This design comes from an exercise in tuning for small area, a short achievable clock period and few clock cycles per item on the open sky130 flow, not from production work.
Power is estimated from default activity; no workload was simulated.

==> flow/design.v <==
module lfp16_mcu (
    input  wire        clk,
    input  wire        rst,         
    input  wire        cmd_valid,
    output wire        cmd_ready,
    input  wire [63:0] cmd,
    output reg         rsp_valid,
    input  wire        rsp_ready,
    output wire [63:0] rsp
);
    reg [3:0] cfg_f;
    reg       cfg_rmode;    
    wire [7:0]  op = cmd[63:56];
    wire [14:0] ma = cmd[14:0];
    wire [14:0] mb = cmd[46:32];
    wire        sa = cmd[15];
    wire        sb = cmd[47];
    wire [31:0] x  = cmd[31:0];
    wire z_rsv = ~|cmd[55:48];
    wire z_b   = ~|cmd[47:32];
    wire z_ahi = ~|cmd[31:16];
    wire mz_a  = ~|ma;
    wire mz_b  = ~|mb;
    wire a_zero = mz_a & ~sa;
    wire a_nar  = mz_a & sa;
    wire b_zero = z_b;
    wire b_nar  = mz_b & sb;
    wire ok_n   = z_rsv & z_b & z_ahi & a_zero;
    wire ok_u16 = z_rsv & z_b & z_ahi;
    wire ok_u32 = z_rsv & z_b;
    wire ok_b16 = z_rsv & z_ahi;
    wire hi0 = (op[7:4] == 4'h0);
    wire hi1 = (op[7:4] == 4'h1);
    wire hi2 = (op[7:4] == 4'h2);
    wire [3:0] lo = op[3:0];
    wire is_getcfg = hi0 & (lo == 4'h1);
    wire is_setf   = hi0 & (lo == 4'h2);
    wire is_setr   = hi0 & (lo == 4'h3);
    wire is_mul    = hi1 & (lo == 4'h0);
    wire is_div    = hi1 & (lo == 4'h1);
    wire is_sqr    = hi1 & (lo == 4'h2);
    wire is_sqrt   = hi1 & (lo == 4'h3);
    wire is_inv    = hi1 & (lo == 4'h4);
    wire is_neg    = hi1 & (lo == 4'h5);
    wire is_cmp    = hi2 & (lo <= 4'h4);
    wire illegal = ~(((is_mul | is_div | is_cmp) & ok_b16) |
                     ((is_sqr | is_sqrt | is_inv | is_neg) & ok_u16) |
                     (is_getcfg & ok_n) | ((is_setf | is_setr) & ok_u32));
    wire f_fmt  = ~z_ahi | (|x[15:4]) | (x[3:0] < 4'd7) | (x[3:0] > 4'd11);
    wire f_rnd  = ~z_ahi | (|x[15:1]);
    wire f_neg  = sa & ~mz_a;
    wire [2:0] fault = illegal ? 3'd4 :
                       (is_sqrt & f_neg) ? 3'd3 :
                       (is_setr & f_rnd) ? 3'd2 :
                       (is_setf & f_fmt) ? 3'd1 : 3'd0;
    wire notice  = is_setf & ~illegal & ~f_fmt;
    wire set_r   = is_setr & ~illegal & ~f_rnd;
    wire q_inv  = op[5] | op[2] | op[0];
    wire q_k    = ~op[5] & (op[1] | op[2] | ~op[4]);
    wire k_14   = q_k & ~(op[4] & op[1] & ~op[0]);         
    wire k_13   = op[4] & op[1] & op[0];                  
    wire p_m    = op[5] | (op[4] & ~op[1] & (~op[2] | op[0]));
    wire p_sqr  = op[4] & op[1] & ~op[0];
    wire p_sqrt = op[4] & op[1] & op[0];
    wire p_inv  = op[4] & op[2] & ~op[0];
    wire p_cfg  = ~op[4];
    wire r_bit  = cfg_rmode & ma[0] & ma[1];
    wire [14:0] q_val = ((mb ^ {15{q_inv}}) & {15{~q_k}}) | {k_14, k_13, 13'd0};
    wire [15:0] p_alt = ({ma, 1'b0} & {16{p_sqr}}) | ({2'b0, ma[14:1]} & {16{p_sqrt}}) |
                        ({1'b0, ~ma} & {16{p_inv}}) |
                        ({7'd0, cfg_rmode, ~cfg_f, cfg_f} & {16{p_cfg}});
    wire [15:0] p_val = p_m ? {1'b0, ma} : p_alt;
    wire        c_in  = p_sqrt ? r_bit : (q_inv & ~q_k) | p_inv;
    wire [8:0] lo_ext = {1'b0, p_val[6:0], 1'b1} + {1'b0, q_val[6:0], c_in};
    wire [7:0] t_lo   = lo_ext[8:1];            
    wire [8:0] u_hi   = p_val[15:7] + {1'b0, q_val[14:7]};
    reg k_n, s15_n;
    always @(*) begin
        k_n = 1'b1; s15_n = 1'b0;
        if (is_getcfg) begin
            k_n = 1'b0;
        end else if (is_mul) begin
            k_n = a_nar | b_nar | a_zero | b_zero;
            s15_n = a_nar | b_nar | (~a_zero & ~b_zero & (sa ^ sb));
        end else if (is_div) begin
            k_n = a_nar | b_nar | b_zero | a_zero;
            s15_n = a_nar | b_nar | b_zero | (~a_zero & (sa ^ sb));
        end else if (is_sqr | is_sqrt) begin
            k_n = mz_a;
            s15_n = a_nar;
        end else if (is_inv) begin
            k_n = mz_a;
            s15_n = mz_a | sa;
        end else if (is_neg) begin
            k_n = mz_a;
            s15_n = sa ^ ~mz_a;
        end
    end
    wire lt11 = sa & ~sb;                   
    wire eq11 = ~(sa ^ sb);
    wire lt10 = sa;                         
    wire lt0  = ~sb;                        
    reg  x11_n, x10_n, x0_n;
    always @(*) begin
        case (lo[2:0])
            3'd0:    begin x11_n = eq11;          x10_n = 1'b0;  x0_n = 1'b0; end
            3'd1:    begin x11_n = lt11 | eq11;   x10_n = lt10;  x0_n = lt0;  end
            3'd2:    begin x11_n = lt11;          x10_n = lt10;  x0_n = lt0;  end
            3'd3:    begin x11_n = ~lt11 & ~eq11; x10_n = ~lt10; x0_n = ~lt0; end
            default: begin x11_n = ~lt11;         x10_n = ~lt10; x0_n = ~lt0; end
        endcase
    end
    wire cmp_ok = is_cmp & ~a_nar & ~b_nar;
    assign cmd_ready = ~rsp_valid | rsp_ready;
    reg [7:0]  r_lo;
    reg [8:0]  r_hi;
    reg        r_k, r_s15, r_x11, r_x10, r_x0;
    reg [2:0]  r_fc;        
    always @(posedge clk) begin
        if (rst) begin
            cfg_f     <= 4'd8;
            cfg_rmode <= 1'b0;
            rsp_valid <= 1'b0;
        end else begin
            rsp_valid <= cmd_valid | (rsp_valid & ~rsp_ready);
            if (cmd_valid & cmd_ready & notice) cfg_f     <= x[3:0];
            if (cmd_valid & cmd_ready & set_r)  cfg_rmode <= x[0];
        end
        if (cmd_ready) begin
            r_lo     <= t_lo;
            r_hi     <= u_hi;
            r_k      <= k_n;
            r_s15    <= s15_n;
            r_x11    <= x11_n & cmp_ok;
            r_x10    <= x10_n & cmp_ok;
            r_x0     <= x0_n & cmp_ok;
            r_fc     <= notice ? 3'd5 : fault;
        end
    end
    wire [15:0] r_t = {r_hi + {8'd0, r_lo[7]}, r_lo[6:0]};
    wire z_hi = r_lo[7] ? (&r_hi[6:0]) : ~|r_hi[6:0];
    wire over  = r_t[15] & r_t[14];
    wire under = ~r_t[15] & ~r_t[14];
    wire z13_1 = z_hi & ~|r_lo[6:1];
    wire [14:0] m_cl;
    assign m_cl[14]   = r_t[15];
    assign m_cl[13:1] = (r_t[13:1] | {13{over}}) & {13{~under}};
    assign m_cl[0]    = r_t[0] | over | under | (~r_t[15] & z13_1);
    wire [2:0] r_fault  = {r_fc[2] & ~r_fc[0], r_fc[1], r_fc[0] & ~r_fc[2]};
    wire       r_notice = r_fc[2] & r_fc[0];
    wire live = ~r_fc[1] & ~(r_fc[2] ^ r_fc[0]);
    wire [15:0] r_res;
    assign r_res[15]   = r_s15 & live;
    assign r_res[14:1] = m_cl[14:1] & {14{~r_k & live}};
    wire eq_m = ~r_t[14] & z13_1 & ~r_t[0];           
    wire c_bit = r_t[15] ? (eq_m ? r_x11 : r_x10) : r_x0;
    assign r_res[0]    = ((m_cl[0] & ~r_k) | c_bit) & live;
    assign rsp = {28'd0, r_notice, r_fault, 16'd0, r_res};
endmodule
export LEC_CHECK = 0
export CAP_MARGIN = 20
export CORE_MARGIN = 2
export CORE_UTILIZATION = 40
export SETUP_SLACK_MARGIN = 2.2
export SLEW_MARGIN = 20
create_clock -name core_clock -period 6.0 [get_ports {clk}]
standard.sh (not shown) runs the stock make flow with config.mk's settings and CLKGATE_MAP_FILE= SYNTH_SCRIPT=/design/flow/synth_recipe.tcl, a recipe that flattens the netlist after the stock synthesis.
==> flow/flow/run.sh <==
#!/bin/bash
# Own flow: the standard layout (standard.sh), except
#  - synthesis (flow/mysynth.tcl) maps with flow/abc.script; the registers
#    are those of the standard synthesis;
#  - every port still gets its buffer, but a plain sky130 buf_1 instead of
#    the delay cell buffer_ports picks by default;
#  - flow/opts.sh may set further options (see there).
# Each tool's output goes to a log file here (synth.log, layout.log).
set -euo pipefail
W=$(pwd)
export MY_ABC_SCRIPT="$W/flow/abc.script"
export MY_ABC_D=
export BUFFER_PORTS_ARGS="-buffer_cell sky130_fd_sc_hd__buf_1"
if [[ -f "$W/flow/opts.sh" ]]; then source "$W/flow/opts.sh"; fi
make -C "$FLOW_HOME" DESIGN_CONFIG="$W/config.mk" WORK_HOME="$W/orfs" CLKGATE_MAP_FILE= \
  SYNTH_SCRIPT="$W/flow/mysynth.tcl" synth > "$W/synth.log" 2>&1
bash standard.sh finish > "$W/layout.log" 2>&1
==> flow/flow/abc.script <==
strash
dc2
dch -f
map -D 2000
topo
buffer -p
upsize -D 2000
dnsize -D 2000
stime -p
==> flow/flow/mysynth.tcl <==
# The standard synthesis (synth_recipe.tcl), with only the ABC mapping call
# replaced: flow/abc.script (MY_ABC_SCRIPT) instead of the ORFS speed script,
# and, when MY_NO_FA is set, no extraction of full/half adder cells.
proc synth {args} { yosys synth -nofsm -noshare {*}$args }
proc abc {args} {
  set out {}
  set skip 0
  foreach a $args {
    if {$skip} { set skip 0; continue }
    if {$a eq "-script" || $a eq "-D"} { set skip 1; continue }
    lappend out $a
  }
  if {[info exists ::env(MY_ABC_SCRIPT)] && $::env(MY_ABC_SCRIPT) ne ""} {
    lappend out -script $::env(MY_ABC_SCRIPT)
  }
  if {[info exists ::env(MY_ABC_D)] && $::env(MY_ABC_D) ne ""} {
    lappend out -D $::env(MY_ABC_D)
  }
  puts "abc call: $out"
  yosys abc {*}$out
}
if {[info exists ::env(MY_NO_FA)] && $::env(MY_NO_FA) ne ""} { set ::env(ADDER_MAP_FILE) "" }
source $::env(SCRIPTS_DIR)/synth.tcl
# left out here: clear keep_hierarchy, flatten, clean up, hide names made inside functions, write 1_2_yosys.v
==> flow/flow/opts.sh <==
# keep the single tie cell synthesis makes for the constant outputs
export SKIP_REPAIR_TIE_FANOUT=1
Edit:
--- a/flow/design.v
+++ b/flow/design.v
@@ -71,9 +71,9 @@
                         ({7'd0, cfg_rmode, ~cfg_f, cfg_f} & {16{p_cfg}});
     wire [15:0] p_val = p_m ? {1'b0, ma} : p_alt;
     wire        c_in  = p_sqrt ? r_bit : (q_inv & ~q_k) | p_inv;
-    wire [8:0] lo_ext = {1'b0, p_val[6:0], 1'b1} + {1'b0, q_val[6:0], c_in};
-    wire [7:0] t_lo   = lo_ext[8:1];            
-    wire [8:0] u_hi   = p_val[15:7] + {1'b0, q_val[14:7]};
+    wire [10:0] lo_ext = {1'b0, p_val[8:0], 1'b1} + {1'b0, q_val[8:0], c_in};
+    wire [9:0] t_lo   = lo_ext[10:1];            
+    wire [6:0] u_hi   = p_val[15:9] + {1'b0, q_val[14:9]};
     reg k_n, s15_n;
     always @(*) begin
         k_n = 1'b1; s15_n = 1'b0;
@@ -112,8 +112,8 @@
     end
     wire cmp_ok = is_cmp & ~a_nar & ~b_nar;
     assign cmd_ready = ~rsp_valid | rsp_ready;
-    reg [7:0]  r_lo;
-    reg [8:0]  r_hi;
+    reg [9:0]  r_lo;
+    reg [6:0]  r_hi;
     reg        r_k, r_s15, r_x11, r_x10, r_x0;
     reg [2:0]  r_fc;        
     always @(posedge clk) begin
@@ -137,11 +137,11 @@
             r_fc     <= notice ? 3'd5 : fault;
         end
     end
-    wire [15:0] r_t = {r_hi + {8'd0, r_lo[7]}, r_lo[6:0]};
-    wire z_hi = r_lo[7] ? (&r_hi[6:0]) : ~|r_hi[6:0];
+    wire [15:0] r_t = {r_hi + {6'd0, r_lo[9]}, r_lo[8:0]};
+    wire z_hi = r_lo[9] ? (&r_hi[4:0]) : ~|r_hi[4:0];
     wire over  = r_t[15] & r_t[14];
     wire under = ~r_t[15] & ~r_t[14];
-    wire z13_1 = z_hi & ~|r_lo[6:1];
+    wire z13_1 = z_hi & ~|r_lo[8:1];
     wire [14:0] m_cl;
     assign m_cl[14]   = r_t[15];
     assign m_cl[13:1] = (r_t[13:1] | {13{over}}) & {13{~under}};
Result:
- area after synthesis came out lower by about 0.8%
- worst hold slack gets worse by 0.0050 ns
- final area came out lower by about 3.6%
- register-to-register slack gets worse by 0.03 ns
- power came out lower by 2.7%
- worst setup slack gets worse by 0.033 ns
- wire length came out higher by 0.51%
- fmax came out lower by about 0.9%
- global-route usage is about the same
No run of this note included a check of the RTL's function; only the layout flow was run.

-- separate check: timing with driven ports --
Ports are ideal in the flow. The routed layouts listed here were re-timed in OpenROAD.
Step 1 assumes that a clkbuf_16 drives the clock port and a buf_2 every other input.
Step 2 times the ports against the registers' clock, not the clock port: input delays grow and output delays shrink by t, the midpoint of the rising clock arrivals with the driver on.
a / b / c = no drivers / after step 1 / after step 2; a / b = the first two.
| run | t, ns | slack for setup (ns) | pins driven straight from the clock port |
|---|---|---|---|
| the first run | 0.316 | 2.264 / 2.231 / 2.060 | 1 |
| the second run | 0.309 | 2.231 / 2.239 / 1.930 | 1 |
After both steps setup and hold are still met in every run listed. For the second run, which loses most, drivers alone change the setup slack by +0.008 ns; drivers and shift together by -0.301 ns.
